This is an optimization exercise on Yosys and OpenROAD, whose aim is small area, a short achievable clock period and few clock cycles per item, not a production implementation.
Function was checked by simulation only, so behaviour that the tests miss may differ from the original.
Power and IR drop assume default switching activity.

==> design/flow/design.v <==
module erf_crc0 (
    input  wire        clk,
    input  wire        rst,
    input  wire        in_valid,
    output reg         in_ready,
    input  wire [1:0]  in_op,
    input  wire [15:0] in_data,
    output reg         out_valid,
    input  wire        out_ready,
    output reg  [15:0] out_crc
);
    localparam [1:0] OP_BUILD  = 2'd0;
    localparam [1:0] OP_SEED   = 2'd1;
    localparam [1:0] OP_BYTE   = 2'd2;
    localparam [1:0] OP_FINISH = 2'd3;
    function [7:1] quot_inv;
        input [15:9] p;
        reg   [7:0]  a, f, g, r;
        integer      i, j;
        begin
            a = {p[9], p[10], p[11], p[12], p[13], p[14], p[15], 1'b1};   
            f = {1'b0, p[13], 1'b0, p[14], 1'b0, p[15], 1'b0, 1'b1};     
            g = {3'b000, p[15], 4'b0001};                                
            r = 8'h00;
            for (i = 0; i < 8; i = i + 1)
                for (j = 0; j <= i; j = j + 1)
                    r[i] = r[i] ^ (a[j] & f[i-j]);
            a = r;
            r = 8'h00;
            for (i = 0; i < 8; i = i + 1)
                for (j = 0; j <= i; j = j + 1)
                    r[i] = r[i] ^ (a[j] & g[i-j]);
            quot_inv = r[7:1];
        end
    endfunction
    function [15:0] table_of;
        input [15:0] poly;
        input [7:0]  h;
        input [7:0]  x;
        reg   [7:0]  q;      
        reg   [15:0] r;
        integer      i, m;
        begin
            for (i = 0; i < 8; i = i + 1) begin
                q[7-i] = 1'b0;
                for (m = 0; m <= i; m = m + 1)
                    q[7-i] = q[7-i] ^ (h[i-m] & x[7-m]);
            end
            r = 16'h0000;
            for (i = 0; i < 8; i = i + 1)
                r = r ^ ({16{q[7-i]}} & (poly << (7 - i)));
            table_of = r;
        end
    endfunction
    reg [15:0] poly;
    reg [7:1]  hq;
    reg [15:0] seed;
    reg [7:0]  s_x;
    reg [7:0]  crc_lo;
    reg [7:0]  s_b;
    reg        run_z;
    wire [7:0]  run_hi  = run_z ? 8'h00 : (s_x ^ s_b);
    wire [15:0] crc_run = {run_hi, crc_lo};
    reg        s_byte;      
    reg        s_restart;   
    reg        s_fin;       
    wire accept   = in_valid && in_ready;
    wire fin_exec = s_fin && !out_valid;
    wire restart  = fin_exec || s_restart;
    wire [15:0] tx = table_of(poly, {hq, 1'b1} & {8{s_byte}}, s_x);
    reg [15:0] run_base;
    always @(*) begin
        if (s_byte)
            run_base = {crc_run[7:0], 8'h00};
        else if (restart)
            run_base = seed;
        else
            run_base = crc_run;
    end
    wire s_fin_d     = (accept && in_op == OP_FINISH) || (s_fin && out_valid);
    wire out_valid_d = fin_exec || (out_valid && !out_ready);
    always @(posedge clk) begin
        if (accept && in_op == OP_BUILD)
            poly <= in_data;
        hq <= quot_inv(poly[15:9]);
        s_x <= (run_base[15:8] ^ in_data[7:0]) ^ tx[15:8];
        s_b <= in_data[7:0];
        if (fin_exec)
            out_crc <= crc_run;
    end
    always @(posedge clk) begin
        if (rst) begin
            seed      <= 16'h0000;
            crc_lo    <= 8'h00;
            run_z     <= 1'b1;
            s_byte    <= 1'b0;
            s_restart <= 1'b0;
            s_fin     <= 1'b0;
            out_valid <= 1'b0;
            in_ready  <= 1'b1;
        end else begin
            if (accept && in_op == OP_SEED)
                seed <= in_data;
            crc_lo    <= run_base[7:0] ^ tx[7:0];
            if (s_byte || restart)
                run_z <= 1'b0;
            s_byte    <= accept && in_op == OP_BYTE;
            s_restart <= accept && !in_op[1];
            s_fin     <= s_fin_d;
            out_valid <= out_valid_d;
            in_ready  <= !(s_fin_d && out_valid_d);
        end
    end
endmodule
==> design/flow/flow/run.sh <==
#!/bin/bash
# The standard layout (the standard.sh, unchanged synthesis) with three
# changes to how ORFS builds it:
#   - port buffers use buf_1 instead of the default clkdlybuf4s50_1
#   - clock tree synthesis without dummy loads, with clkbuf_4/clkbuf_8
#     and clusters of up to 30 sinks
set -euo pipefail
export SETUP_SLACK_MARGIN=5.4
export BUFFER_PORTS_ARGS="-buffer_cell sky130_fd_sc_hd__buf_1"
export CTS_ARGS="-sink_clustering_enable -repair_clock_nets -dont_use_dummy_load -buf_list {sky130_fd_sc_hd__clkbuf_4 sky130_fd_sc_hd__clkbuf_8} -sink_clustering_size 30"
bash standard.sh > standard.log 2>&1
==> design/flow/standard.sh <==
#!/bin/bash
# synth_recipe.tcl (not shown) runs the flow's synth.tcl, then flattens the netlist and writes it again
# the make line also repeats each setting of config.mk as NAME=value (left out here)
make -C /OpenROAD-flow-scripts/flow DESIGN_CONFIG=/design/flow/config.mk WORK_HOME=/design/flow/orfs CLKGATE_MAP_FILE= SYNTH_SCRIPT=/design/flow/synth_recipe.tcl "${@:-finish}"
==> design/flow/config.mk <==
export PLATFORM = sky130hd
export DESIGN_NAME = erf_crc0
export DESIGN_NICKNAME = erf_crc0
export VERILOG_FILES = /design/flow/design.v
export SDC_FILE = /design/flow/constraint.sdc
export NUM_CORES = 4
export LEC_CHECK = 0
export CAP_MARGIN = 20
export CORE_MARGIN = 2
export CORE_UTILIZATION = 40
export PLACE_DENSITY = 0.6
export SLEW_MARGIN = 20
export SYNTH_MEMORY_MAX_BITS = 8192
==> design/flow/constraint.sdc <==
create_clock -name core_clock -period 8.0 [get_ports {clk}]
set_input_delay 1.6000 -clock core_clock [delete_from_list [all_inputs] [get_ports {clk}]]
set_output_delay 1.6000 -clock core_clock [all_outputs]
set_load 0.01 [all_outputs]
==> summary.txt, run 1 <==
Clock network
  – Clk buf depth: 2
  – H-tree depth: 3
  – Total CTS buffers: 9
  – CTS Root Cell: clkbuf_8
  – Clk latency of the worst-skew pair: 0.36 ns
  – CTS Hold Buffers Added: 0
  – Clock Pin Slew Worst Setup and Hold Paths: 0.07 ns
  – Clock Sinks: 85
  – TritonCTS clock tree: built

Power
  – Clk pwr share: 16.8%
  – Comb pwr share: 42.4%
  – Sw Share: 37.4%
  – Power consumption: 1.41 mW
  – Maximum VDD drop: 152 uV
  – Switching Power: 526 uW
  – P per Cell Area: 266 nW/um^2
  – Internal power: 881 uW
  – Leakage: 1.89 nW
  – Flop pwr share: 40.8%

Timing
  – Setup TNS: 0 ns
  – Tmin final: 2.54 ns
  – RSZ-0062 raised after global routing: yes
  – Clk_skew: 0.0358 ns
  – Worst rel slew slack: 56.9%
  – Crit share post-route: 31.7%
  – Final Hold Viols: 0
  – Tightest Pin Transition: 0.645 ns
  – Slew Limit Fails: 0
  – Fmax: 394 MHz
  – Setup Viol. Count Final: 0

Floorplanning
  – Die H: 115 um
  – DIE WIDTH: 115 um
  – Num rows: 40
  – # IOs: 40
  – Core area: 12000 um^2
  – Initial Util: 40.9%
  – Die area: 13100 um^2

Synth
  – Syn_area_per_cell: 9.04 um^2
  – Synth warnings: 1
  – Netlist cell types: 36
  – Synthesized Nets: 569
  – Seq/Total Area, Yosys: 41.4%
  – Post-Synthesis Cells: 541
  – Post-synthesis cell area: 4890 um^2
  – #FFs+latches synth: 85

Drt
  – Wl on met1: 5.34 mm
  – Routed wire length: 11.7 mm
  – Max layer used: met4
  – Via Count: 3569
  – Wirelength per Cell: 16.5 um
  – Initial DRC Count: 263
  – Met3 routed WL: 528 um
  – Vias per cell: 5.06
  – DRC viols: 0
  – Final antenna-violating net count: 0
  – DR pass1 iterations: 4
  – Met2 routed WL: 5.64 mm

Worst setup path
  – Data arrival, critical path: 0.94 ns
  – CP max stage delay: 0.41 ns
  – Critical path startpoint: out_valid
  – CP max FO: 4
  – Type of the worst setup path: reg2out
  – R2R Path End: crc_lo[7]
  – Critical Path End: out_valid
  – R2r startpoint: s_x[5]
  – Crit path launch type: flip-flop
  – Crit path capture type: primary output
  – CP top delay family: flip-flops
  – Reg2reg path depth: 7
  – CP Buf/Inv Count: 1
  – Critical Path Stages: 1
  – Register-to-register setup slack: 5.56 ns
  – Critical Path RT: 6.40 ns
  – Slowest-stage cell, CP: dfxtp_1
  – Cells along the critical path: buf_1

Final layout
  – Post-route insts no fill: 706
  – Layout cells sized above 1: 6.80%
  – Synthesis-to-layout area growth: 8.24%
  – N_diodes: 0
  – Design Area, Final: 5290 um^2
  – Fill count: 1146
  – # nets final: 589

Global routing
  – GR Util All Layers: 18.7%
  – Antenna violations before repair: 0
  – First-pass GRT wire length: 18.7 mm
  – Largest net degree at the start of global routing: 45
  – Grt total ovfl: 0
  – Vias in the first global route: 3465

Hold path
  – HP Class: reg2reg
  – Hold-critical path depth: 2

Place
  – RD Place Congestion: 0.837
  – Buffers on Ports: 39
  – Post-Place Cell Area: 5070 um^2
  – Dpl cells: 693
  – Post-DP HPWL: 8.37 mm

Status
  – Status: complete, no violations

Run
  – Max cap viols: 0
-- through the flow --
| stage | utilization (%) | worst slack [ns] | hold WS [ns] |
|---|---|---|---|
| 6_report | 44.2 | 5.46 | 0.462 |
| 5_1_grt | 44.2 | 5.38 | 0.477 |
| 4_1_cts | 43.6 | 5.39 | 0.458 |
| 3_5_place_dp | 42.4 | 5.10 | 0.449 |
| 3_3_place_gp | 42.4 | 5.14 | 0.443 |
| 2_1_floorplan | - | 5.40 | 0.425 |
-- layer usage --
metal,GRT usage (%),vias up
met2,31.2,84
met5,0,-
met4,4.55,0
met1,25.3,1724
li1,-,1750
met3,3.23,11
-- Yosys cell counts --
cell type,count,share of area (%)
nor3_1,3,0.31
nand4_1,1,0.13
ha_1,6,1.5
mux2_2,3,0.69
xnor3_1,9,4.1
nor2_1,35,2.7
nand3_1,12,1.2
mux2i_1,14,2.9
inv_1,7,0.54
nor4b_1,1,0.18
xor2_1,31,5.6
or2_2,1,0.13
a31oi_1,3,0.38
o21ai_0,3,0.31
nor2_2,1,0.13
dfxtp_1,53,22
a32oi_1,1,0.18
a21oi_1,30,3.1
buf_2,8,0.82
buf_4,2,0.31
clkbuf_2,2,0.20
xnor2_1,96,17
edfxtp_1,32,20
nand2_1,147,11
buf_6,3,0.69
nor2b_1,2,0.26
a21boi_1,1,0.15
and2_1,5,0.64
o21ba_2,1,0.20
nand2_2,1,0.13
inv_2,1,0.077
xor2_2,1,0.33
nand2_4,1,0.23
a31o_2,1,0.18
clkbuf_1,22,1.7
and2_4,1,0.18
-- layout by cell type, fill, tap and decap left out, types with 2 or more instances in the layout --
cell type    n
and2_2       2
o21ai_0      3
nor2_1      30
buf_1       39
mux2_2       3
inv_1        7
buf_12       2
ha_1         6
xnor2_1     96
edfxtp_1    32
nor3_1       3
buf_4        5
nand3_1     12
nand2_1    147
dfxtp_1     51
and2_1       3
xnor3_1      9
nor2_4       5
a31oi_1      3
mux2i_1     14
a21oi_1     30
clkbuf_8     9
xor2_1      31
-- power by group through the flow --
stage / Sequential (mW) / Combinational (mW) / Clock (mW)
floorplan: 0.531 / 0.492 / 0
global placement: 0.579 / 0.572 / 0
detailed placement: 0.582 / 0.578 / 0
CTS: 0.574 / 0.584 / 0.242
global route: 0.581 / 0.650 / 0.255
finish: 0.573 / 0.597 / 0.237
-- state kept, by name (all words and copies together) (netlist names) --
| name | count |
|---|---|
| s_fin | 1 |
| s_x | 8 |
| in_ready | 1 |
| s_byte | 1 |
| run_z | 1 |
| out_valid | 1 |
| s_restart | 1 |
| hq | 7 |
| crc_lo | 8 |
| poly | 16 |
| seed | 16 |
| s_b | 8 |
| out_crc | 16 |
-- layout make-up --
type	count	area (um^2)	share of cell area (%)
multi-input combinational	411	2700	51.1
sequential	85	2030	38.3
clock buffer	9	124	2.34
timing repair buffer	46	224	4.23
tap	147	184	3.48
inverter	8	30.0	0.568
-- worst min-delay path by stage --
stage	endpoint	from	slack (ns)
after floorplan	out_crc[2]	crc_lo[2]	0.42
after global placement	seed[2]	seed[2]	0.44
after detailed placement	seed[3]	seed[3]	0.45
after CTS	out_crc[2]	crc_lo[2]	0.46
after global routing	seed[3]	seed[3]	0.48
final	seed[6]	seed[6]	0.46
-- kinds of logic (layout without fill, tap and decap cells) --
kind of cell    after synthesis  count (layout)  synth area share, %
compound gates               40              40                 4.48
flops                        85              85                 41.4
xor+xnor                    137             137                 27.2
buf+inv                      45              63                 4.33
mux                          17              17                 3.56
fa+ha+maj                     6               6                 1.54
simple gates                211             211                 17.5
-- what timing repair did --
action / 4_1_cts / 5_1_grt
endpoints found under the setup margin: 13 / 25
gates resized for setup: 7 / 7
pin swaps: 0 / 1
buffers inserted: 0 / 4
Testbench counts, summed over its fixed seeds: cycles 20,140, bytes 18,751.
==> run 2, diff against run 1 <==
--- a/design/flow/flow/run.sh
+++ b/design/flow/flow/run.sh
@@ -5,7 +5,7 @@
 #   - clock tree synthesis without dummy loads, with clkbuf_4/clkbuf_8
 #     and clusters of up to 30 sinks
 set -euo pipefail
-export SETUP_SLACK_MARGIN=5.4
+export SETUP_SLACK_MARGIN=5.5
 export BUFFER_PORTS_ARGS="-buffer_cell sky130_fd_sc_hd__buf_1"
 export CTS_ARGS="-sink_clustering_enable -repair_clock_nets -dont_use_dummy_load -buf_list {sky130_fd_sc_hd__clkbuf_4 sky130_fd_sc_hd__clkbuf_8} -sink_clustering_size 30"
 bash standard.sh > standard.log 2>&1
==> run 2 against run 1 <==
Compared with the run above:
- global-route usage rose by 0.27 points
- area after synthesis stayed put
- register-to-register slack improved by 0.10 ns
- cell count grew 0.14%
- sequential share of layout area shrank 0.15 points
- critical path type unchanged
- first-iteration DRC count is 24% higher
- clock power about the same
- maximum frequency rose by 1.3%
- worst setup slack better by 0.033 ns
- routed wire length increased by 2.1%
- highest routed layer unchanged
- sequential cell count is the same
- critical endpoint is now out_crc[14]
- worst hold slack lost 0.0033 ns
==> summary.txt, run 2 <==
Run
  – Max cap viols: 0 (unchanged)

Synth
  – #FFs+latches synth: 85 (unchanged)
  – Async S/R FF share, synth: 0% (unchanged)
  – Synth top area cells: dfxtp_1 (22%), edfxtp_1 (20%), xnor2_1 (17%) (unchanged)
  – Post-Synthesis Cells: 541 (unchanged)
  – Seq/Total Area, Yosys: 41.4% (unchanged)
  – Synth warnings: 1 (unchanged)
  – Post-synthesis cell area: 4890 um^2 (unchanged)
  – Synthesized Nets: 569 (unchanged)
  – Count leader, synth: nand2_1 (unchanged)
  – Dominant cell type by area after synthesis: dfxtp_1 (unchanged)
  – Synth Flop Type: dfxtp_1 (unchanged)
  – Netlist cell types: 36 (unchanged)
  – Post-synth EDFFs: 32 (unchanged)
  – Post-synth top cells: nand2_1 (147), xnor2_1 (96), dfxtp_1 (53) (unchanged)
  – Synth top area share: 21.7% (unchanged)
  – Syn_area_per_cell: 9.04 um^2 (unchanged)

Place
  – Dpl cells: 693 (unchanged)
  – RD Place Congestion: 0.833 (was 0.837)
  – Post-DP HPWL: 8.53 mm (was 8.37 mm)
  – Post-Place Cell Area: 5080 um^2 (was 5070 um^2)
  – Buffers on Ports: 39 (unchanged)

Timing
  – Setup TNS: 0 ns (unchanged)
  – Slew Limit Fails: 0 (unchanged)
  – Crit share post-route: 31.3% (was 31.7%)
  – Fmax: 399 MHz (was 394 MHz)
  – Clk_skew: 0.0360 ns (was 0.0358 ns)
  – RSZ-0062 raised after global routing: yes (unchanged)
  – Tightest Pin Transition: 0.681 ns (was 0.645 ns)
  – Worst rel slew slack: 54.4% (was 56.9%)
  – Setup Viol. Count Final: 0 (unchanged)
  – Tmin final: 2.51 ns (was 2.54 ns)
  – Final Hold Viols: 0 (unchanged)

Worst setup path
  – CP top delay family: flip-flops (unchanged)
  – CP max stage delay: 0.40 ns (was 0.41 ns)
  – CP max FO: 1 (was 4)
  – Data arrival, critical path: 0.91 ns (was 0.94 ns)
  – Type of the worst setup path: reg2out (unchanged)
  – Critical Path RT: 6.40 ns (about the same)
  – CP Buf/Inv Count: 1 (unchanged)
  – Slowest-stage cell, CP: edfxtp_1 (was dfxtp_1)
  – Cells along the critical path: clkbuf_2 (was buf_1)
  – Crit path launch type: flip-flop (unchanged)
  – Crit path capture type: primary output (unchanged)

Global routing
  – Antenna violations before repair: 0 (unchanged)
  – First-pass GRT wire length: 18.9 mm (was 18.7 mm)
  – Grt total ovfl: 0 (unchanged)
  – GR Util All Layers: 19.0% (was 18.7%)
  – Vias in the first global route: 3517 (was 3465)
  – Largest net degree at the start of global routing: 45 (unchanged)

Clock network
  – Clk buf depth: 2 (unchanged)
  – Clock Pin Slew Worst Setup and Hold Paths: 0.08 ns (was 0.07 ns)
  – H-tree depth: 3 (unchanged)
  – CTS Root Cell: clkbuf_8 (unchanged)
  – Total CTS buffers: 9 (unchanged)
  – Clk latency of the worst-skew pair: 0.37 ns (was 0.36 ns)
  – TritonCTS clock tree: built (unchanged)
  – Clock Sinks: 85 (unchanged)

Power
  – Sw Share: 37.4% (about the same)
  – Internal power: 882 uW (was 881 uW)
  – P per Cell Area: 264 nW/um^2 (was 266 nW/um^2)
  – Comb pwr share: 42.3% (was 42.4%)
  – Maximum VDD drop: 131 uV (was 152 uV)
  – Leakage: 1.94 nW (was 1.89 nW)
  – Clk pwr share: 17.0% (was 16.8%)
  – Flop pwr share: 40.8% (about the same)
  – Switching Power: 526 uW (about the same)

Status
  – Status: complete, no violations (unchanged)

Drt
  – Via Count: 3642 (was 3569)
  – DR pass1 iterations: 5 (was 4)
  – Vias per cell: 5.15 (was 5.06)
  – DRC viols: 0 (unchanged)
  – Routed wire length: 11.9 mm (was 11.7 mm)
  – Final antenna-violating net count: 0 (unchanged)
  – Initial DRC Count: 327 (was 263)
  – Wirelength per Cell: 16.9 um (was 16.5 um)

Final layout
  – Design Area, Final: 5340 um^2 (was 5290 um^2)
  – Most frequent cells in the layout: nand2_1 (146), xnor2_1 (96), dfxtp_1 (48) (was nand2_1 (147), xnor2_1 (96), dfxtp_1 (51))
  – Biggest regs: out_crc (16), poly (16), seed (16) (unchanged)
  – Leading cell type in the layout, fill and taps excluded: nand2_1 (unchanged)
  – Post-route insts no fill: 707 (was 706)
  – Synthesis-to-layout area growth: 9.14% (was 8.24%)
  – Fill count: 1163 (was 1146)
  – # nets final: 590 (was 589)
  – Layout cells sized above 1: 10.4% (was 6.80%)
  – N_diodes: 0 (unchanged)

Floorplanning
  – Initial Util: 40.9% (unchanged)
  – Core area: 12000 um^2 (unchanged)
  – Num rows: 40 (unchanged)
  – DIE WIDTH: 115 um (unchanged)
  – Die area: 13100 um^2 (unchanged)
  – # IOs: 40 (unchanged)
  – Die H: 115 um (unchanged)

Hold path
  – HP Class: reg2reg (unchanged)
-- run 2: changes by cell type in the layout (fill, tap and decap cells not counted), sizes merged --
cell / change
buf: -14
clkbuf: +15
-- run 2: per-stage QoR --
stage	hold slack, ns	total power [mW]	util [%]	setup slack [ns]
2_1_floorplan	0.425	1.02	-	5.45
3_3_place_gp	0.446	1.15	42.5	5.15
3_5_place_dp	0.448	1.15	42.5	5.11
4_1_cts	0.460	1.39	43.7	5.44
5_1_grt	0.482	1.49	44.6	5.46
6_report	0.458	1.41	44.6	5.49
-- run 2: power by group through the flow --
stage               Clock [mW]  Combinational (mW)  Sequential (mW)
CTS                      0.242               0.579            0.572
global route             0.259               0.646            0.583
detailed placement           0               0.571            0.580
floorplan                    0               0.492            0.531
global placement             0               0.568            0.579
finish                   0.239               0.596            0.574
-- run 2: timing repair --
action,4_1_cts,5_1_grt
resized for setup,12,25
cloned,0,0
endpoints found under the setup margin,34,61
hold buffers,0,0
buffers inserted,0,5
pin swaps,1,1
-- run 2: metal layers --
layer	global-route usage, %	part of all wire, %	vias to the layer above
met2	30.3	48	129
met4	6.10	1.8	0
li1	-	-	1753
met3	4.61	6.7	19
met1	25.3	44	1741
met5	0	0	-
-- run 2: cells by family after synthesis --
logic type,share of synthesized area [%]
AOI/OAI and AO/OA,4.48
xor gates and xnor gates,27.2
adders and majority gates,1.54
buffers and inverters,4.33
DFF,41.4
muxes,3.56
and+or+nand+nor,17.5
-- run 2: cell type report --
type	instances	area (um^2)	area share [%]
Multi-Input combinational cell	411	2710	50.8
Sequential cell	85	2040	38.2
Timing Repair Buffer	47	251	4.71
Tap cell	147	184	3.45
Clock buffer	9	124	2.32
Inverter	8	30.0	0.563
-- run 2: path summary, 6_finish.rpt --
path	endpoint	depth (start not counted)	startpoint	slack [ns]
max	out_crc[14]	1	out_crc[14]	5.49
min	seed[0]	2	seed[0]	0.46
max reg2reg	s_x[3]	8	hq[1]	5.66
min reg2reg	seed[0]	2	seed[0]	0.46
==> run 3, diff against run 2 <==
--- a/design/flow/config.mk
+++ b/design/flow/config.mk
@@ -7,7 +7,7 @@
 export LEC_CHECK = 0
 export CAP_MARGIN = 20
 export CORE_MARGIN = 2
-export CORE_UTILIZATION = 40
-export PLACE_DENSITY = 0.6
+export CORE_UTILIZATION = 55
+export PLACE_DENSITY = 0.7
 export SLEW_MARGIN = 20
 export SYNTH_MEMORY_MAX_BITS = 8192
==> run 3 against run 2 <==
Compared with the run above:
- clock skew decreased by 0.015 ns
- via count rose by 0.11%
- sequential power about the same
- critical path depth unchanged
- worst setup slack better by 0.032 ns
- count of clock-buffer cells in the layout stayed put
- maximum frequency rose by 1.3%
- core utilization is 17 points higher
- combinational power rose by 1%
- largest cell class unchanged
- largest power group unchanged
==> summary.txt, run 3 <==
Status
  – Status: complete, no violations (unchanged)

Synth
  – Count leader, synth: nand2_1 (unchanged)
  – Synthesized Nets: 569 (unchanged)
  – Post-synthesis cell area: 4890 um^2 (unchanged)
  – Synth Flop Type: dfxtp_1 (unchanged)
  – Post-Synthesis Cells: 541 (unchanged)
  – #FFs+latches synth: 85 (unchanged)
  – Synth warnings: 1 (unchanged)
  – Synth top area share: 21.7% (unchanged)
  – Async S/R FF share, synth: 0% (unchanged)
  – Syn_area_per_cell: 9.04 um^2 (unchanged)
  – Seq/Total Area, Yosys: 41.4% (unchanged)
  – Netlist cell types: 36 (unchanged)
  – Post-synth EDFFs: 32 (unchanged)
  – Dominant cell type by area after synthesis: dfxtp_1 (unchanged)
  – Post-synth top cells: nand2_1 (147), xnor2_1 (96), dfxtp_1 (53) (unchanged)
  – Synth top area cells: dfxtp_1 (22%), edfxtp_1 (20%), xnor2_1 (17%) (unchanged)

Timing
  – Tmin final: 2.47 ns (was 2.51 ns)
  – RSZ-0062 raised after global routing: yes (unchanged)
  – Tightest Pin Transition: 0.588 ns (was 0.681 ns)
  – Worst rel slew slack: 60.7% (was 54.4%)
  – Clk_skew: 0.0210 ns (was 0.0360 ns)
  – Slew Limit Fails: 0 (unchanged)
  – Crit share post-route: 30.9% (was 31.3%)
  – Final WS setup: 5.53 ns (was 5.49 ns)
  – Setup Viol. Count Final: 0 (unchanged)
  – Setup TNS: 0 ns (unchanged)
  – Fmax: 404 MHz (was 399 MHz)
  – Final Hold Viols: 0 (unchanged)

Global routing
  – Grt total ovfl: 0 (unchanged)
  – Largest net degree at the start of global routing: 45 (unchanged)
  – First-pass GRT wire length: 18.1 mm (was 18.9 mm)
  – Vias in the first global route: 3488 (was 3517)
  – GR Util All Layers: 24.1% (was 19.0%)
  – Antenna violations before repair: 0 (unchanged)

Worst setup path
  – Reg2reg path depth: 8 (unchanged)
  – Data arrival, critical path: 0.87 ns (was 0.91 ns)
  – CP Buf/Inv Count: 1 (unchanged)
  – CP max FO: 1 (unchanged)
  – Critical Path RT: 6.40 ns (about the same)
  – Cells along the critical path: clkbuf_2 (unchanged)
  – CP top delay family: flip-flops (unchanged)
  – Slowest-stage cell, CP: edfxtp_1 (unchanged)
  – Crit path capture type: primary output (unchanged)
  – CP max stage delay: 0.38 ns (was 0.40 ns)
  – Type of the worst setup path: reg2out (unchanged)
  – Crit path launch type: flip-flop (unchanged)
  – Critical Path Stages: 1 (unchanged)

Clock network
  – H-tree depth: 3 (unchanged)
  – Clock Pin Slew Worst Setup and Hold Paths: 0.09 ns (was 0.08 ns)
  – TritonCTS clock tree: built (unchanged)
  – Clk buf depth: 2 (unchanged)
  – Clk latency of the worst-skew pair: 0.36 ns (was 0.37 ns)
  – CTS Root Cell: clkbuf_8 (unchanged)
  – Clock Sinks: 85 (unchanged)
  – Total CTS buffers: 9 (unchanged)

Drt
  – Vias per cell: 5.39 (was 5.15)
  – Final antenna-violating net count: 0 (unchanged)
  – DRC viols: 0 (unchanged)
  – Routed wire length: 11.4 mm (was 11.9 mm)
  – Wirelength per Cell: 16.8 um (was 16.9 um)
  – DR pass1 iterations: 6 (was 5)
  – Initial DRC Count: 281 (was 327)
  – Via Count: 3646 (was 3642)

Final layout
  – Leading cell type in the layout, fill and taps excluded: nand2_1 (unchanged)
  – Synthesis-to-layout area growth: 8.83% (was 9.14%)
  – Fill count: 780 (was 1163)
  – Finished Core Util: 61.3% (was 44.6%)
  – Biggest regs: out_crc (16), poly (16), seed (16) (unchanged)
  – N_diodes: 0 (unchanged)
  – Layout cells sized above 1: 9.67% (was 10.4%)
  – # nets final: 599 (was 590)
  – FF/Latch Area: 2030 um^2 (was 2040 um^2)
  – Most frequent cells in the layout: nand2_1 (146), xnor2_1 (96), dfxtp_1 (49) (was nand2_1 (146), xnor2_1 (96), dfxtp_1 (48))
  – Area occupied by multi-input gates: 2710 um^2 (about the same)

Place
  – Buffers on Ports: 39 (unchanged)
  – RD Place Congestion: 0.834 (was 0.833)
  – Post-DP HPWL: 8.07 mm (was 8.53 mm)
  – Pre-CTS setup slack: 5.09 ns (was 5.11 ns)

Floorplanning
  – Num rows: 34 (was 40)
  – Die H: 98.3 um (was 115 um)
  – DIE WIDTH: 98.3 um (was 115 um)
  – Core area: 8680 um^2 (was 12000 um^2)
  – Die area: 9660 um^2 (was 13100 um^2)
  – Initial Util: 56.3% (was 40.9%)
  – # IOs: 40 (unchanged)

Power
  – Maximum VDD drop: 132 uV (was 131 uV)
  – Leakage: 1.95 nW (was 1.94 nW)
  – Power consumption: 1.41 mW (about the same)
  – P per Cell Area: 266 nW/um^2 (was 264 nW/um^2)

Hold path
  – Hold-critical path depth: 2 (unchanged)
  – HP Class: reg2reg (unchanged)

Run
  – Max cap viols: 0 (unchanged)
## run 3: cell types whose count changed in the layout (fill, tap and decap cells not counted), sizes merged
cell | before | now
buf | 32 | 53
clkbuf | 24 | 12
## run 3: layer usage
metal	vias up	track usage [%]	part of all wire (%)	routed length [um]
met5	-	0	0	0
met4	0	6.95	1.5	173
met3	14	2.86	5.4	614
met2	116	40.8	49	5580
met1	1749	32.8	44	5040
li1	1767	-	-	-
## run 3: metrics by stage
step	hold slack, ns	instance area, um^2	instances
after floorplan	0.425	4910	541
after global placement	0.444	5040	655
after detailed placement	0.449	5040	655
after CTS	0.462	5210	665
after global routing	0.484	5320	677
final	0.464	5320	677
## run 3: power breakdown
group	internal, mW	leakage [nW]	switching (mW)
clock network	0.101	0.0647	0.137
registers	0.500	0.734	0.0707
logic	0.283	1.15	0.321
## run 3: repair_timing
action | CTS | global route
setup buffers | 1 | 12
setup endpoints to repair | 32 | 15
pin swaps | 1 | 1
hold buffers | 0 | 0
gates resized for setup | 12 | 9
## run 3: logic make-up after synthesis
kind of cell    synth area share [%]
flops                           41.4
compound gates                  4.48
fa+ha+maj                       1.54
mux                             3.56
simple gates                    17.5
buf+inv                         4.33
xor+xnor                        27.2
## run 3: layout make-up
type                       instances  area share (%)
multi-input combinational        411            50.8
clock buffer                       9            2.33
timing repair buffer              56            5.57
inverter                           8           0.564
sequential                        85            38.1
tap                              108            2.54
## run 3: path summary, 6_finish.rpt
check | from | endpoint | slack (ns)
setup / recovery | out_crc[1] | out_crc[1] | 5.53
hold / removal | seed[15] | seed[15] | 0.46
setup reg to reg | s_x[7] | crc_lo[6] | 5.59
hold reg to reg | seed[15] | seed[15] | 0.46
==> run 4, diff against run 3 <==
==> design/flow/flow/run.sh (replaced) <==
#!/bin/bash
# The standard layout (the standard.sh, unchanged synthesis) with four
# changes to how ORFS builds it:
#   - port buffers use buf_1 instead of the default clkdlybuf4s50_1
#   - clock tree synthesis without dummy loads, with clkbuf_4/clkbuf_8
#     and clusters of up to 30 sinks
#   - setup repair only resizes and swaps pins (no new buffers or clones)
set -euo pipefail
export SETUP_SLACK_MARGIN=5.5
export SETUP_MOVE_SEQUENCE="unbuffer,sizeup,swap"
export BUFFER_PORTS_ARGS="-buffer_cell sky130_fd_sc_hd__buf_1"
export CTS_ARGS="-sink_clustering_enable -repair_clock_nets -dont_use_dummy_load -buf_list {sky130_fd_sc_hd__clkbuf_4 sky130_fd_sc_hd__clkbuf_8} -sink_clustering_size 30"
bash standard.sh > standard.log 2>&1
==> run 4 against run 3 <==
Compared with the run above:
- still clean
- total power decreased by 0.24%
- sequential cell count did not move
- first-iteration DRC count down 20%
- sequential power about the same
- register-to-register slack about the same
- synthesized cell count unchanged
- area after synthesis unchanged
- largest power group unchanged
==> summary.txt, run 4 <==
Status
  – Status: complete, no violations (unchanged)

Synth
  – Post-synth top cells: nand2_1 (147), xnor2_1 (96), dfxtp_1 (53) (unchanged)
  – XOR/XNOR Fraction of Synth Area: 27.2% (unchanged)
  – Post-Synth Simple-Gate Area: 17.5% (unchanged)
  – Synth top area cells: dfxtp_1 (22%), edfxtp_1 (20%), xnor2_1 (17%) (unchanged)
  – Synth top area share: 21.7% (unchanged)
  – Post-synthesis cell area: 4890 um^2 (unchanged)
  – Main combinational cell family by area after synthesis: XOR/XNOR gates (unchanged)
  – Syn_area_per_cell: 9.04 um^2 (unchanged)
  – Post-synth EDFFs: 32 (unchanged)
  – Synth Flop Type: dfxtp_1 (unchanged)
  – Adder-Cell Fraction of Synth Area: 1.54% (unchanged)
  – Synthesized Nets: 569 (unchanged)
  – #FFs+latches synth: 85 (unchanged)
  – Count leader, synth: nand2_1 (unchanged)
  – Seq/Total Area, Yosys: 41.4% (unchanged)
  – Post-Synthesis Cells: 541 (unchanged)
  – Netlist cell types: 36 (unchanged)
  – Synth Area in Compound Gates: 4.48% (unchanged)
  – Async S/R FF share, synth: 0% (unchanged)
  – Post-synthesis mux area share: 3.56% (unchanged)
  – Dominant cell type by area after synthesis: dfxtp_1 (unchanged)
  – Synth warnings: 1 (unchanged)

Power
  – Comb pwr share: 42.4% (was 42.8%)
  – Sw Share: 37.6% (was 37.4%)
  – Flop pwr share: 40.7% (was 40.4%)
  – Leakage: 1.89 nW (was 1.95 nW)
  – Clk pwr share: 16.8% (about the same)
  – P per Cell Area: 270 nW/um^2 (was 266 nW/um^2)
  – Switching Power: 530 uW (was 529 uW)
  – Maximum VDD drop: 133 uV (was 132 uV)
  – Internal power: 880 uW (was 884 uW)

Clock network
  – Clock Pin Slew Worst Setup and Hold Paths: 0.09 ns (about the same)
  – Total CTS buffers: 9 (unchanged)
  – TritonCTS clock tree: built (unchanged)
  – CTS Root Cell: clkbuf_8 (unchanged)
  – Clk latency of the worst-skew pair: 0.36 ns (about the same)
  – H-tree depth: 3 (unchanged)
  – CTS Hold Buffers Added: 0 (unchanged)
  – Postcts setup bufs: 0 (was 1)
  – Clock Sinks: 85 (unchanged)
  – Clk buf depth: 2 (unchanged)

Timing
  – Setup TNS: 0 ns (unchanged)
  – Tmin final: 2.48 ns (was 2.47 ns)
  – Final Hold Viols: 0 (unchanged)
  – Crit share post-route: 31.0% (was 30.9%)
  – Tightest Pin Transition: 0.762 ns (was 0.588 ns)
  – Fmax: 404 MHz (about the same)
  – Hold slack: 0.463 ns (was 0.464 ns)
  – Final WS setup: 5.52 ns (was 5.53 ns)
  – Clk_skew: 0.0216 ns (was 0.0210 ns)
  – RSZ-0062 raised after global routing: yes (unchanged)
  – Slew Limit Fails: 0 (unchanged)
  – Setup Viol. Count Final: 0 (unchanged)
  – Worst rel slew slack: 49.0% (was 60.7%)

Global routing
  – First-pass GRT wire length: 18.0 mm (was 18.1 mm)
  – Grt total ovfl: 0 (unchanged)
  – Vias in the first global route: 3471 (was 3488)
  – Largest net degree at the start of global routing: 45 (unchanged)
  – GR Util All Layers: 24.0% (was 24.1%)
  – Antenna violations before repair: 0 (unchanged)

Floorplanning
  – Die H: 98.3 um (unchanged)
  – Num rows: 34 (unchanged)
  – Core area: 8680 um^2 (unchanged)
  – # IOs: 40 (unchanged)
  – Die area: 9660 um^2 (unchanged)
  – Initial Util: 56.3% (unchanged)
  – DIE WIDTH: 98.3 um (unchanged)

Worst setup path
  – Critical Path RT: 6.40 ns (about the same)
  – Data arrival, critical path: 0.88 ns (was 0.87 ns)
  – Crit path launch type: flip-flop (unchanged)
  – CP max stage delay: 0.38 ns (about the same)
  – Type of the worst setup path: reg2out (unchanged)
  – Crit path capture type: primary output (unchanged)
  – CP top delay family: flip-flops (unchanged)
  – Cells along the critical path: clkbuf_2 (unchanged)
  – CP Buf/Inv Count: 1 (unchanged)
  – CP max FO: 1 (unchanged)
  – Slowest-stage cell, CP: edfxtp_1 (unchanged)

Drt
  – Via Count: 3615 (was 3646)
  – Initial DRC Count: 224 (was 281)
  – Routed wire length: 11.3 mm (was 11.4 mm)
  – Wirelength per Cell: 17.0 um (was 16.8 um)
  – Vias per cell: 5.44 (was 5.39)
  – DRC viols: 0 (unchanged)
  – Final antenna-violating net count: 0 (unchanged)
  – DR pass1 iterations: 5 (was 6)

Place
  – Buffers on Ports: 39 (unchanged)
  – RD Place Congestion: 0.834 (unchanged)
  – Post-DP HPWL: 8.07 mm (unchanged)
  – Pre-CTS setup slack: 5.09 ns (unchanged)
  – Dpl cells: 655 (unchanged)

Final layout
  – Synthesis-to-layout area growth: 6.91% (was 8.83%)
  – Most frequent cells in the layout: nand2_1 (146), xnor2_1 (96), dfxtp_1 (47) (was nand2_1 (146), xnor2_1 (96), dfxtp_1 (49))
  – N_diodes: 0 (unchanged)
  – Post-route insts no fill: 664 (was 677)
  – Leading cell type in the layout, fill and taps excluded: nand2_1 (unchanged)
  – Biggest regs: out_crc (16), poly (16), seed (16) (unchanged)
  – Layout cells sized above 1: 8.27% (was 9.67%)
  – Fill count: 784 (was 780)
  – Finished Core Util: 60.2% (was 61.3%)
  – # nets final: 586 (was 599)

Run
  – Max cap viols: 0 (unchanged)

Hold path
  – HP Class: reg2reg (unchanged)
run 4: cell counts after synthesis:
No cell type changed its count.
run 4: cell type report:
class                      count  area, um^2  share of cell area, %
clock buffer                   9         124                   2.37
inverter                       8        30.0                  0.575
multi-input combinational    411        2700                   51.7
sequential                    85        2030                   38.9
tap                          108         135                   2.59
timing repair buffer          43         199                   3.81
run 4: power by group through the flow:
| stage | Combinational (mW) | Clock [mW] | Sequential, mW |
|---|---|---|---|
| floorplan | 0.492 | 0 | 0.531 |
| global placement | 0.563 | 0 | 0.576 |
| detailed placement | 0.571 | 0 | 0.578 |
| CTS | 0.581 | 0.240 | 0.569 |
| global route | 0.636 | 0.257 | 0.580 |
| finish | 0.598 | 0.237 | 0.574 |
run 4: through the flow:
stage / cell area, um^2 / power, mW
after detailed placement: 5040 / 1.15
after global placement: 5040 / 1.14
after CTS: 5190 / 1.39
final: 5230 / 1.41
after floorplan: 4910 / 1.02
after global routing: 5230 / 1.47
run 4: worst reg2reg max path, cell delays in order (launching register included):
cell and delay, ns:
dfxtp_1 0.49, nand2_1 0.11, xnor2_1 0.20, xnor2_1 0.17
nor2_1 0.62, nand2_1 0.15, xor2_1 0.20, xnor2_1 0.24
xnor2_1 0.16
run 4: what timing repair did:
item,4_1_cts,5_1_grt
resized for setup,12,17
hold endpoints to repair,0,0
endpoints found under the setup margin,32,34
pin swaps,1,4
run 4: worst paths after layout:
| check | from | to | slack [ns] | cells after the start |
|---|---|---|---|---|
| max | out_crc[1] | out_crc[1] | 5.52 | 1 |
| min reg2reg | seed[3] | seed[3] | 0.46 | 2 |
| min | seed[3] | seed[3] | 0.46 | 2 |
| max reg2reg | hq[1] | s_x[3] | 5.60 | 8 |
run 4: logic make-up (layout without fill, tap and decap cells):
kind of cell | after synthesis | after routing
AND/OR/NAND/NOR | 211 | 211
XOR/XNOR | 137 | 137
flip-flops | 85 | 85
buffers and inverters | 45 | 60
AO/OA/AOI/OAI | 40 | 40
multiplexers | 17 | 17
adder cells (fa/ha/maj) | 6 | 6
run 4: per-layer routing:
metal,global-route usage (%),vias up,share of wire (%)
met5,0,-,0
met4,6.95,0,1.6
met3,2.86,15,5.0
met2,40.6,116,49
met1,32.7,1742,45
li1,-,1742,-
==> run 5, diff against run 4 <==
--- a/design/flow/flow/run.sh
+++ b/design/flow/flow/run.sh
@@ -6,7 +6,7 @@
 #     and clusters of up to 30 sinks
 #   - setup repair only resizes and swaps pins (no new buffers or clones)
 set -euo pipefail
-export SETUP_SLACK_MARGIN=5.5
+export SETUP_SLACK_MARGIN=5.6
 export SETUP_MOVE_SEQUENCE="unbuffer,sizeup,swap"
 export BUFFER_PORTS_ARGS="-buffer_cell sky130_fd_sc_hd__buf_1"
 export CTS_ARGS="-sink_clustering_enable -repair_clock_nets -dont_use_dummy_load -buf_list {sky130_fd_sc_hd__clkbuf_4 sky130_fd_sc_hd__clkbuf_8} -sink_clustering_size 30"
==> run 5 against run 4 <==
Compared with the run above:
- via count increased by 0.25%
- core utilization rose by 1.0 points
- synthesized cell count unchanged
- sequential power grew 1%
- global-route usage up 1.2 points
- largest power group unchanged
- worst setup slack lost 0.0035 ns
- combinational power down 1%
- maximum frequency down 0.14%
- count of clock-buffer cells in the layout is the same
==> summary.txt, run 5 <==
Floorplanning
  – # IOs: 40 (unchanged)
  – DIE WIDTH: 98.3 um (unchanged)
  – Initial Util: 56.3% (unchanged)
  – Die H: 98.3 um (unchanged)
  – Die area: 9660 um^2 (unchanged)
  – Core area: 8680 um^2 (unchanged)
  – Num rows: 34 (unchanged)

Worst setup path
  – R2r startpoint: s_x[4] (was hq[1])
  – Critical Path Stages: 1 (unchanged)
  – Critical Path RT: 6.40 ns (about the same)
  – R2R Path End: crc_lo[4] (was s_x[3])
  – CP max stage delay: 0.38 ns (about the same)
  – Crit path capture type: primary output (unchanged)
  – CP Buf/Inv Count: 1 (unchanged)
  – Reg2reg path depth: 8 (unchanged)
  – CP max FO: 1 (unchanged)
  – Register-to-register setup slack: 5.59 ns (was 5.60 ns)
  – Critical path startpoint: out_crc[12] (was out_crc[1])
  – Slowest-stage cell, CP: edfxtp_1 (unchanged)
  – Cells along the critical path: clkbuf_2 (unchanged)
  – Crit path launch type: flip-flop (unchanged)
  – Data arrival, critical path: 0.88 ns (about the same)
  – CP top delay family: flip-flops (unchanged)
  – Type of the worst setup path: reg2out (unchanged)

Timing
  – Final WS setup: 5.52 ns (about the same)
  – Fmax: 403 MHz (was 404 MHz)
  – Tmin final: 2.48 ns (about the same)
  – Setup Viol. Count Final: 0 (unchanged)
  – RSZ-0062 raised after global routing: yes (unchanged)
  – Slew Limit Fails: 0 (unchanged)
  – Setup TNS: 0 ns (unchanged)
  – Crit share post-route: 31.0% (about the same)
  – Clk_skew: 0.0265 ns (was 0.0216 ns)
  – Final Hold Viols: 0 (unchanged)
  – Tightest Pin Transition: 0.655 ns (was 0.762 ns)
  – Worst rel slew slack: 56.2% (was 49.0%)

Drt
  – Vias per cell: 5.47 (was 5.44)
  – Wirelength per Cell: 17.5 um (was 17.0 um)
  – Via Count: 3624 (was 3615)
  – Final antenna-violating net count: 0 (unchanged)
  – DRC viols: 0 (unchanged)
  – DR pass1 iterations: 5 (unchanged)
  – Routed wire length: 11.6 mm (was 11.3 mm)
  – Initial DRC Count: 278 (was 224)

Clock network
  – Postcts setup bufs: 0 (unchanged)
  – H-tree depth: 3 (unchanged)
  – Clk buf depth: 2 (unchanged)
  – Clk latency of the worst-skew pair: 0.36 ns (about the same)
  – CTS Root Cell: clkbuf_8 (unchanged)
  – TritonCTS clock tree: built (unchanged)
  – CTS Hold Buffers Added: 0 (unchanged)
  – Clock Pin Slew Worst Setup and Hold Paths: 0.09 ns (about the same)
  – Total CTS buffers: 9 (unchanged)
  – Clock Sinks: 85 (unchanged)

Synth
  – #FFs+latches synth: 85 (unchanged)
  – Synth warnings: 1 (unchanged)
  – Netlist cell types: 36 (unchanged)
  – Synthesized Nets: 569 (unchanged)
  – Post-synth top cells: nand2_1 (147), xnor2_1 (96), dfxtp_1 (53) (unchanged)
  – Synth top area cells: dfxtp_1 (22%), edfxtp_1 (20%), xnor2_1 (17%) (unchanged)
  – Seq/Total Area, Yosys: 41.4% (unchanged)
  – Synth top area share: 21.7% (unchanged)
  – Async S/R FF share, synth: 0% (unchanged)
  – Synth Flop Type: dfxtp_1 (unchanged)
  – Count leader, synth: nand2_1 (unchanged)
  – Post-synthesis cell area: 4890 um^2 (unchanged)
  – Post-synth EDFFs: 32 (unchanged)
  – Dominant cell type by area after synthesis: dfxtp_1 (unchanged)
  – Post-Synthesis Cells: 541 (unchanged)
  – Syn_area_per_cell: 9.04 um^2 (unchanged)

Power
  – Maximum VDD drop: 130 uV (was 133 uV)
  – Leakage: 1.96 nW (was 1.89 nW)
  – P per Cell Area: 265 nW/um^2 (was 270 nW/um^2)

Final layout
  – Biggest regs: out_crc (16), poly (16), seed (16) (unchanged)
  – N_diodes: 0 (unchanged)
  – Layout cells sized above 1: 13.2% (was 8.27%)
  – # nets final: 585 (was 586)
  – Synthesis-to-layout area growth: 8.75% (was 6.91%)
  – Most frequent cells in the layout: nand2_1 (146), xnor2_1 (94), dfxtp_1 (43) (was nand2_1 (146), xnor2_1 (96), dfxtp_1 (47))
  – Leading cell type in the layout, fill and taps excluded: nand2_1 (unchanged)
  – Post-route insts no fill: 663 (was 664)

Global routing
  – GR Util All Layers: 25.2% (was 24.0%)
  – Grt total ovfl: 0 (unchanged)
  – Largest net degree at the start of global routing: 45 (unchanged)
  – Vias in the first global route: 3502 (was 3471)
  – First-pass GRT wire length: 18.6 mm (was 18.0 mm)
  – Antenna violations before repair: 0 (unchanged)

Hold path
  – Endpoint, Worst Hold: seed[15] (was seed[3])
  – Hold_sp: seed[15] (was seed[3])
  – Hold-critical path depth: 2 (unchanged)
  – HP Class: reg2reg (unchanged)

Place
  – Post-DP HPWL: 8.06 mm (was 8.07 mm)
  – Pre-CTS setup slack: 5.10 ns (was 5.09 ns)
  – Dpl cells: 654 (was 655)
  – RD Place Congestion: 0.857 (was 0.834)
  – Buffers on Ports: 39 (unchanged)

Run
  – Max cap viols: 0 (unchanged)

Status
  – Status: complete, no violations (unchanged)
run 5: cell counts after synthesis:
Identical to the previous run, type by type.
run 5: timing repair:
item	CTS	global route
pin swaps	3	11
resized for setup	24	35
setup endpoints to repair	60	62
gates cloned	0	0
run 5: worst max-delay path by stage:
stage | end | slack [ns]
after floorplan | poly[0] | 5.45
after global placement | poly[15] | 5.13
after detailed placement | poly[15] | 5.10
after CTS | out_crc[12] | 5.50
after global routing | out_crc[12] | 5.47
final | out_crc[12] | 5.52
run 5: kinds of logic (layout without fill, tap and decap cells):
kind of cell    after synthesis  in the layout  share of synthesized area (%)
buf+inv                      45             59                           4.33
simple gates                211            211                           17.5
fa+ha+maj                     6              6                           1.54
compound gates               40             40                           4.48
mux                          17             17                           3.56
flops                        85             85                           41.4
xor+xnor                    137            137                           27.2
run 5: layout make-up:
class	count	area (um^2)
inverters	8	30.0
well taps	108	135
fillers	789	3360
flip-flops and latches	85	2050
repair buffers	42	231
multi-input cells	411	2750
clock buffers	9	124
run 5: worst reg2reg max path, cell delays in order (launching register included):
cell	delay, ns
dfxtp_2	0.45
nand2_1	0.11
xnor2_1	0.21
xnor3_2	0.43
and2_2	0.31
nand2_1	0.11
xnor3_1	0.43
xnor2_2	0.20
nor2_1	0.05
run 5: layer usage:
layer  vias to the layer above  GRT usage, %  wire [um]
met5                         -             0          0
met4                         0          10.6        397
met3                        27          5.08        765
met2                       141          40.6       5550
met1                      1714          33.3       4880
li1                       1742             -          -
run 5: metrics by stage:
| stage | hold WS [ns] | utilization (%) | total power [mW] | area, um^2 |
|---|---|---|---|---|
| after floorplan | 0.425 | - | 1.02 | 4940 |
| after global placement | 0.443 | 58.2 | 1.14 | 5050 |
| after detailed placement | 0.447 | 58.2 | 1.15 | 5050 |
| after CTS | 0.459 | 60.5 | 1.40 | 5250 |
| after global routing | 0.475 | 61.3 | 1.48 | 5320 |
| final | 0.459 | 61.3 | 1.41 | 5320 |
run 5: power by group:
part	total [mW]	switching, mW	internal (mW)	leakage [nW]
clock	0.236	0.135	0.101	0.0647
sequential	0.581	0.0773	0.504	0.736
combinational	0.592	0.314	0.279	1.16
==> run 6, diff against run 5 <==
--- a/design/flow/flow/run.sh
+++ b/design/flow/flow/run.sh
@@ -6,7 +6,7 @@
 #     and clusters of up to 30 sinks
 #   - setup repair only resizes and swaps pins (no new buffers or clones)
 set -euo pipefail
-export SETUP_SLACK_MARGIN=5.6
+export SETUP_SLACK_MARGIN=5.45
 export SETUP_MOVE_SEQUENCE="unbuffer,sizeup,swap"
 export BUFFER_PORTS_ARGS="-buffer_cell sky130_fd_sc_hd__buf_1"
 export CTS_ARGS="-sink_clustering_enable -repair_clock_nets -dont_use_dummy_load -buf_list {sky130_fd_sc_hd__clkbuf_4 sky130_fd_sc_hd__clkbuf_8} -sink_clustering_size 30"
==> run 6 against run 5 <==
Compared with the run above:
- count of clock-buffer cells in the layout stayed put
- area after synthesis stayed put
- critical path type unchanged
- still clean on timing, DRC and antenna
- routed wire length is 3.8% lower
==> summary.txt, run 6 <==
Drt
  – Wirelength per Cell: 16.8 um (was 17.5 um)
  – Routed wire length: 11.1 mm (was 11.6 mm)
  – Initial DRC Count: 244 (was 278)
  – Final antenna-violating net count: 0 (unchanged)
  – Via Count: 3541 (was 3624)
  – Vias per cell: 5.33 (was 5.47)
  – DRC viols: 0 (unchanged)
  – DR pass1 iterations: 5 (unchanged)

Floorplanning
  – Core area: 8680 um^2 (unchanged)
  – Initial Util: 56.3% (unchanged)
  – Num rows: 34 (unchanged)
  – Die area: 9660 um^2 (unchanged)
  – DIE WIDTH: 98.3 um (unchanged)
  – Die H: 98.3 um (unchanged)
  – # IOs: 40 (unchanged)

Power
  – Sw Share: 37.0% (was 37.3%)
  – P per Cell Area: 267 nW/um^2 (was 265 nW/um^2)
  – Flop pwr share: 41.3% (was 41.2%)
  – Leakage: 1.88 nW (was 1.96 nW)
  – Switching Power: 515 uW (was 526 uW)
  – Maximum VDD drop: 173 uV (was 130 uV)
  – Clk pwr share: 16.8% (was 16.7%)
  – Comb pwr share: 41.9% (was 42.0%)
  – Internal power: 877 uW (was 883 uW)

Timing
  – Setup Viol. Count Final: 0 (unchanged)
  – Slew Limit Fails: 0 (unchanged)
  – Clk_skew: 0.0258 ns (was 0.0265 ns)
  – RSZ-0062 raised after global routing: no (was yes)
  – Tmin final: 2.48 ns (about the same)
  – Final Hold Viols: 0 (unchanged)
  – Setup TNS: 0 ns (unchanged)
  – Tightest Pin Transition: 0.706 ns (was 0.655 ns)
  – Worst rel slew slack: 52.8% (was 56.2%)
  – Crit share post-route: 31.1% (was 31.0%)
  – Fmax: 402 MHz (was 403 MHz)

Final layout
  – Leading cell type in the layout, fill and taps excluded: nand2_1 (unchanged)
  – N_diodes: 0 (unchanged)
  – Synthesis-to-layout area growth: 6.60% (was 8.75%)
  – Fill count: 804 (was 789)
  – Finished Core Util: 60.0% (was 61.3%)
  – Most frequent cells in the layout: nand2_1 (146), xnor2_1 (96), dfxtp_1 (48) (was nand2_1 (146), xnor2_1 (94), dfxtp_1 (43))
  – Layout cells sized above 1: 7.01% (was 13.2%)
  – Biggest regs: out_crc (16), poly (16), seed (16) (unchanged)
  – Area occupied by multi-input gates: 2700 um^2 (was 2750 um^2)
  – # nets final: 586 (was 585)
  – FF/Latch Area: 2030 um^2 (was 2050 um^2)

Worst setup path
  – Crit path capture type: primary output (unchanged)
  – Cells along the critical path: buf_1 (was clkbuf_2)
  – Data arrival, critical path: 0.88 ns (about the same)
  – Type of the worst setup path: reg2out (unchanged)
  – Critical Path RT: 6.40 ns (about the same)
  – Crit path launch type: flip-flop (unchanged)
  – CP max FO: 3 (was 1)
  – CP top delay family: flip-flops (unchanged)
  – Slowest-stage cell, CP: dfxtp_2 (was edfxtp_1)
  – CP Buf/Inv Count: 1 (unchanged)
  – CP max stage delay: 0.37 ns (was 0.38 ns)

Synth
  – Post-synth EDFFs: 32 (unchanged)
  – Synthesized Nets: 569 (unchanged)
  – Post-synthesis cell area: 4890 um^2 (unchanged)
  – Synth top area share: 21.7% (unchanged)
  – Dominant cell type by area after synthesis: dfxtp_1 (unchanged)
  – Post-Synthesis Cells: 541 (unchanged)
  – Netlist cell types: 36 (unchanged)
  – Async S/R FF share, synth: 0% (unchanged)
  – Synth Flop Type: dfxtp_1 (unchanged)
  – #FFs+latches synth: 85 (unchanged)
  – Post-synth top cells: nand2_1 (147), xnor2_1 (96), dfxtp_1 (53) (unchanged)
  – Synth top area cells: dfxtp_1 (22%), edfxtp_1 (20%), xnor2_1 (17%) (unchanged)
  – Count leader, synth: nand2_1 (unchanged)
  – Seq/Total Area, Yosys: 41.4% (unchanged)
  – Synth warnings: 1 (unchanged)
  – Syn_area_per_cell: 9.04 um^2 (unchanged)

Place
  – Post-DP HPWL: 8.16 mm (was 8.06 mm)
  – RD Place Congestion: 0.851 (was 0.857)
  – Buffers on Ports: 39 (unchanged)

Global routing
  – Antenna violations before repair: 0 (unchanged)
  – GR Util All Layers: 24.3% (was 25.2%)
  – Largest net degree at the start of global routing: 45 (unchanged)
  – Vias in the first global route: 3449 (was 3502)
  – First-pass GRT wire length: 18.2 mm (was 18.6 mm)
  – Grt total ovfl: 0 (unchanged)

Clock network
  – CTS Hold Buffers Added: 0 (unchanged)
  – H-tree depth: 3 (unchanged)
  – CTS Root Cell: clkbuf_8 (unchanged)
  – Clock Pin Slew Worst Setup and Hold Paths: 0.09 ns (about the same)
  – Clk latency of the worst-skew pair: 0.36 ns (about the same)
  – Postcts setup bufs: 0 (unchanged)
  – Clock Sinks: 85 (unchanged)
  – TritonCTS clock tree: built (unchanged)
  – Total CTS buffers: 9 (unchanged)
  – Clk buf depth: 2 (unchanged)

Run
  – Max cap viols: 0 (unchanged)

Status
  – Status: complete, no violations (unchanged)

Hold path
  – HP Class: reg2reg (unchanged)
[run 6: changes by cell type in the layout (fill, tap and decap cells not counted), sizes merged]
cell and change:
buf +17, clkbuf -16
[run 6: cell families (layout without fill, tap and decap cells)]
kind of cell | count (synthesis) | in the layout | synth area share (%)
xor+xnor | 137 | 137 | 27.2
buf+inv | 45 | 60 | 4.33
mux | 17 | 17 | 3.56
simple gates | 211 | 211 | 17.5
flops | 85 | 85 | 41.4
fa+ha+maj | 6 | 6 | 1.54
compound gates | 40 | 40 | 4.48
[run 6: path summary, 6_finish.rpt]
check / startpoint / to / slack [ns] / cells past startpoint
hold / removal: seed[14] / seed[14] / 0.46 / 2
hold reg to reg: seed[14] / seed[14] / 0.46 / 2
setup / recovery: in_ready / in_ready / 5.52 / 1
setup reg to reg: s_x[6] / crc_lo[4] / 5.62 / 8
[run 6: power by group through the flow]
stage	Sequential (mW)	Combinational, mW	Clock (mW)
global route	0.583	0.629	0.255
CTS	0.570	0.574	0.236
global placement	0.577	0.558	0
detailed placement	0.579	0.570	0
floorplan	0.531	0.492	0
finish	0.576	0.584	0.233
[run 6: through the flow]
stage | cell area (um^2) | worst slack (ns) | hold WS [ns] | cells | total power [mW]
after global routing | 5210 | 5.46 | 0.474 | 664 | 1.47
after CTS | 5170 | 5.44 | 0.459 | 664 | 1.38
final | 5210 | 5.52 | 0.458 | 664 | 1.39
after detailed placement | 5040 | 5.10 | 0.447 | 655 | 1.15
after floorplan | 4910 | 5.45 | 0.425 | 541 | 1.02
after global placement | 5040 | 5.12 | 0.443 | 655 | 1.14
[run 6: tightest hold or removal path: cells and delay by family, from the launching register on]
kind	cells	cell delay [ns]
compound gates	1	0.05
flops	1	0.31
simple gates	1	0.05
[run 6: final cells by class]
type / count / area share [%]
clock buffers: 9 / 2.38
inverters: 8 / 0.576
well taps: 108 / 2.59
flip-flops and latches: 85 / 39.0
repair buffers: 43 / 3.58
multi-input cells: 411 / 51.9
[run 6: timing repair]
item | CTS | global route
endpoints found under the setup margin | 13 | 48
pin swaps | 0 | 4
gates resized for setup | 5 | 15
[run 6: metal layers]
layer	global-route usage [%]	vias up	share of wire, %
met5	0	-	0
li1	-	1741	-
met4	6.01	0	1.3
met1	34.0	1691	44
met2	39.9	97	49
met3	3.79	12	5.9
==> run 7, diff against run 6 <==
--- a/design/flow/flow/run.sh
+++ b/design/flow/flow/run.sh
@@ -6,7 +6,7 @@
 #     and clusters of up to 30 sinks
 #   - setup repair only resizes and swaps pins (no new buffers or clones)
 set -euo pipefail
-export SETUP_SLACK_MARGIN=5.45
+export SETUP_SLACK_MARGIN=5.5
 export SETUP_MOVE_SEQUENCE="unbuffer,sizeup,swap"
 export BUFFER_PORTS_ARGS="-buffer_cell sky130_fd_sc_hd__buf_1"
 export CTS_ARGS="-sink_clustering_enable -repair_clock_nets -dont_use_dummy_load -buf_list {sky130_fd_sc_hd__clkbuf_4 sky130_fd_sc_hd__clkbuf_8} -sink_clustering_size 30"
--- a/design/flow/config.mk
+++ b/design/flow/config.mk
@@ -7,7 +7,7 @@
 export LEC_CHECK = 0
 export CAP_MARGIN = 20
 export CORE_MARGIN = 2
-export CORE_UTILIZATION = 55
-export PLACE_DENSITY = 0.7
+export CORE_UTILIZATION = 40
+export PLACE_DENSITY = 0.6
 export SLEW_MARGIN = 20
 export SYNTH_MEMORY_MAX_BITS = 8192
==> run 7 against run 6 <==
Compared with the run above:
- total power increased by 0.37%
- count of clock-buffer cells in the layout did not move
- worst setup slack lost 0.021 ns
- global-route usage down 5.3 points
==> summary.txt, run 7 <==
Floorplanning
  – Die area: 13100 um^2 (was 9660 um^2)
  – Num rows: 40 (was 34)
  – DIE WIDTH: 115 um (was 98.3 um)
  – # IOs: 40 (unchanged)
  – Core area: 12000 um^2 (was 8680 um^2)
  – Die H: 115 um (was 98.3 um)
  – Initial Util: 40.9% (was 56.3%)

Timing
  – Final Hold Viols: 0 (unchanged)
  – Final WS setup: 5.49 ns (was 5.52 ns)
  – Clk_skew: 0.0363 ns (was 0.0258 ns)
  – Worst rel slew slack: 52.0% (was 52.8%)
  – Crit share post-route: 31.3% (was 31.1%)
  – Slew Limit Fails: 0 (unchanged)
  – RSZ-0062 raised after global routing: yes (was no)
  – Tmin final: 2.51 ns (was 2.48 ns)
  – Tightest Pin Transition: 0.718 ns (was 0.706 ns)
  – Setup Viol. Count Final: 0 (unchanged)
  – Setup TNS: 0 ns (unchanged)
  – Fmax: 399 MHz (was 402 MHz)

Synth
  – Post-Synthesis Cells: 541 (unchanged)
  – Async S/R FF share, synth: 0% (unchanged)
  – Synth Flop Type: dfxtp_1 (unchanged)
  – Seq/Total Area, Yosys: 41.4% (unchanged)
  – Post-synthesis cell area: 4890 um^2 (unchanged)
  – Post-synth top cells: nand2_1 (147), xnor2_1 (96), dfxtp_1 (53) (unchanged)
  – #FFs+latches synth: 85 (unchanged)
  – Syn_area_per_cell: 9.04 um^2 (unchanged)
  – Main combinational cell family by area after synthesis: XOR/XNOR gates (unchanged)
  – Count leader, synth: nand2_1 (unchanged)
  – Post-synthesis mux area share: 3.56% (unchanged)
  – XOR/XNOR Fraction of Synth Area: 27.2% (unchanged)
  – Synthesized Nets: 569 (unchanged)
  – Synth Area in Compound Gates: 4.48% (unchanged)
  – Dominant cell type by area after synthesis: dfxtp_1 (unchanged)
  – Post-synth EDFFs: 32 (unchanged)
  – Adder-Cell Fraction of Synth Area: 1.54% (unchanged)
  – Post-Synth Simple-Gate Area: 17.5% (unchanged)
  – Synth top area cells: dfxtp_1 (22%), edfxtp_1 (20%), xnor2_1 (17%) (unchanged)
  – Synth top area share: 21.7% (unchanged)
  – Synth warnings: 1 (unchanged)
  – Netlist cell types: 36 (unchanged)

Power
  – Clk pwr share: 17.0% (was 16.8%)
  – P per Cell Area: 264 nW/um^2 (was 267 nW/um^2)
  – Comb pwr share: 42.0% (was 41.9%)
  – Maximum VDD drop: 130 uV (was 173 uV)
  – Flop pwr share: 41.1% (was 41.3%)
  – Sw Share: 37.3% (was 37.0%)
  – Power consumption: 1.40 mW (was 1.39 mW)
  – Switching Power: 522 uW (was 515 uW)
  – Leakage: 1.92 nW (was 1.88 nW)
  – Internal power: 876 uW (was 877 uW)

Drt
  – DR pass1 iterations: 4 (was 5)
  – Wirelength per Cell: 16.9 um (was 16.8 um)
  – Final antenna-violating net count: 0 (unchanged)
  – DRC viols: 0 (unchanged)
  – Initial DRC Count: 272 (was 244)
  – Routed wire length: 11.9 mm (was 11.1 mm)
  – Via Count: 3629 (was 3541)
  – Vias per cell: 5.17 (was 5.33)

Global routing
  – Vias in the first global route: 3517 (was 3449)
  – GR Util All Layers: 19.0% (was 24.3%)
  – Grt total ovfl: 0 (unchanged)
  – Antenna violations before repair: 0 (unchanged)
  – First-pass GRT wire length: 18.9 mm (was 18.2 mm)
  – Largest net degree at the start of global routing: 45 (unchanged)

Place
  – Post-Place Cell Area: 5080 um^2 (was 5040 um^2)
  – RD Place Congestion: 0.833 (was 0.851)
  – Buffers on Ports: 39 (unchanged)
  – Post-DP HPWL: 8.53 mm (was 8.16 mm)
  – Pre-CTS setup slack: 5.11 ns (was 5.10 ns)

Hold path
  – Hold-critical path depth: 2 (unchanged)
  – HP Class: reg2reg (unchanged)
  – Hold_sp: seed[0] (was seed[14])
  – Endpoint, Worst Hold: seed[0] (was seed[14])

Clock network
  – CTS Hold Buffers Added: 0 (unchanged)
  – Total CTS buffers: 9 (unchanged)
  – H-tree depth: 3 (unchanged)
  – TritonCTS clock tree: built (unchanged)
  – Clk latency of the worst-skew pair: 0.37 ns (was 0.36 ns)
  – Postcts setup bufs: 0 (unchanged)
  – Clk buf depth: 2 (unchanged)
  – CTS Root Cell: clkbuf_8 (unchanged)
  – Clock Pin Slew Worst Setup and Hold Paths: 0.08 ns (was 0.09 ns)
  – Clock Sinks: 85 (unchanged)

Worst setup path
  – Type of the worst setup path: reg2out (unchanged)
  – Reg2reg path depth: 8 (unchanged)
  – CP max stage delay: 0.40 ns (was 0.37 ns)
  – CP top delay family: flip-flops (unchanged)
  – Data arrival, critical path: 0.91 ns (was 0.88 ns)
  – Slowest-stage cell, CP: edfxtp_1 (was dfxtp_2)
  – CP Buf/Inv Count: 1 (unchanged)
  – Crit path launch type: flip-flop (unchanged)
  – Crit path capture type: primary output (unchanged)
  – Critical Path RT: 6.40 ns (about the same)
  – Register-to-register setup slack: 5.67 ns (was 5.62 ns)
  – Cells along the critical path: clkbuf_2 (was buf_1)
  – R2r startpoint: hq[1] (was s_x[6])
  – R2R Path End: s_x[3] (was crc_lo[4])
  – CP max FO: 1 (was 3)

Final layout
  – Finished Core Util: 44.2% (was 60.0%)
  – Most frequent cells in the layout: nand2_1 (146), xnor2_1 (96), dfxtp_1 (48) (unchanged)
  – # nets final: 585 (was 586)
  – N_diodes: 0 (unchanged)
  – Layout cells sized above 1: 9.73% (was 7.01%)
  – Synthesis-to-layout area growth: 8.27% (was 6.60%)
  – Design Area, Final: 5290 um^2 (was 5210 um^2)
  – Biggest regs: out_crc (16), poly (16), seed (16) (unchanged)
  – Leading cell type in the layout, fill and taps excluded: nand2_1 (unchanged)

Status
  – Status: complete, no violations (unchanged)

Run
  – Max cap viols: 0 (unchanged)
-- run 7: cell type report --
class | instances | area [um^2]
sequential | 85 | 2040
clock buffer | 9 | 124
inverter | 8 | 30.0
tap | 147 | 184
timing repair buffer | 42 | 209
multi-input combinational | 411 | 2710
fill | 1164 | 6670
-- run 7: timing repair --
item	CTS	global route
hold endpoints to repair	0	0
gates resized for setup	12	27
endpoints found under the setup margin	34	61
pin swaps	1	3
-- run 7: power by group through the flow --
| stage | combinational, mW | clock, mW | sequential [mW] |
|---|---|---|---|
| 2_1_floorplan | 0.492 | 0 | 0.531 |
| 3_3_place_gp | 0.568 | 0 | 0.579 |
| 3_5_place_dp | 0.571 | 0 | 0.580 |
| 4_1_cts | 0.579 | 0.242 | 0.572 |
| 5_1_grt | 0.639 | 0.259 | 0.583 |
| 6_report | 0.587 | 0.237 | 0.574 |
-- run 7: how the worst max path moves through the flow --
| stage | from | to | cells past startpoint |
|---|---|---|---|
| after floorplan | in_valid | poly[0] | 3 |
| after global placement | in_valid | poly[13] | 4 |
| after detailed placement | in_valid | poly[14] | 4 |
| after CTS | s_byte | crc_lo[7] | 8 |
| after global routing | out_crc[14] | out_crc[14] | 1 |
| final | out_crc[14] | out_crc[14] | 1 |
-- run 7: cells by family after synthesis --
kind of cell               count (synthesis)
xor gates and xnor gates                 137
muxes                                     17
adders and majority gates                  6
buffers and inverters                     45
and+or+nand+nor                          211
DFF                                       85
AOI/OAI and AO/OA                         40
-- run 7: metrics by stage --
stage,hold WS [ns],instances
floorplan,0.425,541
global placement,0.446,693
detailed placement,0.448,693
CTS,0.460,702
global route,0.482,702
finish,0.459,702
-- run 7: layer usage --
metal  GRT usage [%]  vias to the layer above  share of wire, %
met5               0                        -                 0
met3            4.61                       21               7.0
li1                -                     1741                 -
met4            6.10                        0               1.8
met2            30.3                      120                48
met1            25.3                     1747                43

port drivers added, routing unchanged:
The results above use ideal ports. As a check the final layouts listed here were re-extracted and re-timed, cells and wires unchanged. Step 1: set_driving_cell puts a clkbuf_16 on clk and a buf_2 on each other input, an assumption about the parent block. Step 2 moves the port delays by t, midway between the first and last clock arrival at a register: inputs arrive t later, outputs are due t later. That takes back most of the time a late clock gives input paths. a / b / c = no drivers / after step 1 / after step 2; a / b = the first two.
run | t, ns | setup slack, ns | slew at the worst register clock pin (ns) | cell pins on the clock port's net
run 1 | 0.373 | 5.461 / 5.428 / 5.213 | 0.09 / 0.09 | 1
run 2 | 0.389 | 5.493 / 5.459 / 5.225 | 0.10 / 0.10 | 1
run 3 | 0.383 | 5.525 / 5.494 / 5.195 | 0.09 / 0.09 | 1
run 4 | 0.384 | 5.524 / 5.492 / 5.175 | 0.09 / 0.09 | 1
run 5 | 0.384 | 5.520 / 5.484 / 5.206 | 0.09 / 0.09 | 1
run 6 | 0.380 | 5.515 / 5.485 / 5.171 | 0.09 / 0.09 | 1
run 7 | 0.389 | 5.494 / 5.459 / 5.159 | 0.10 / 0.10 | 1
After both steps setup and hold are still met in every run listed. For run 4, which loses most, drivers alone change the setup slack by -0.032 ns; drivers and shift together by -0.349 ns.
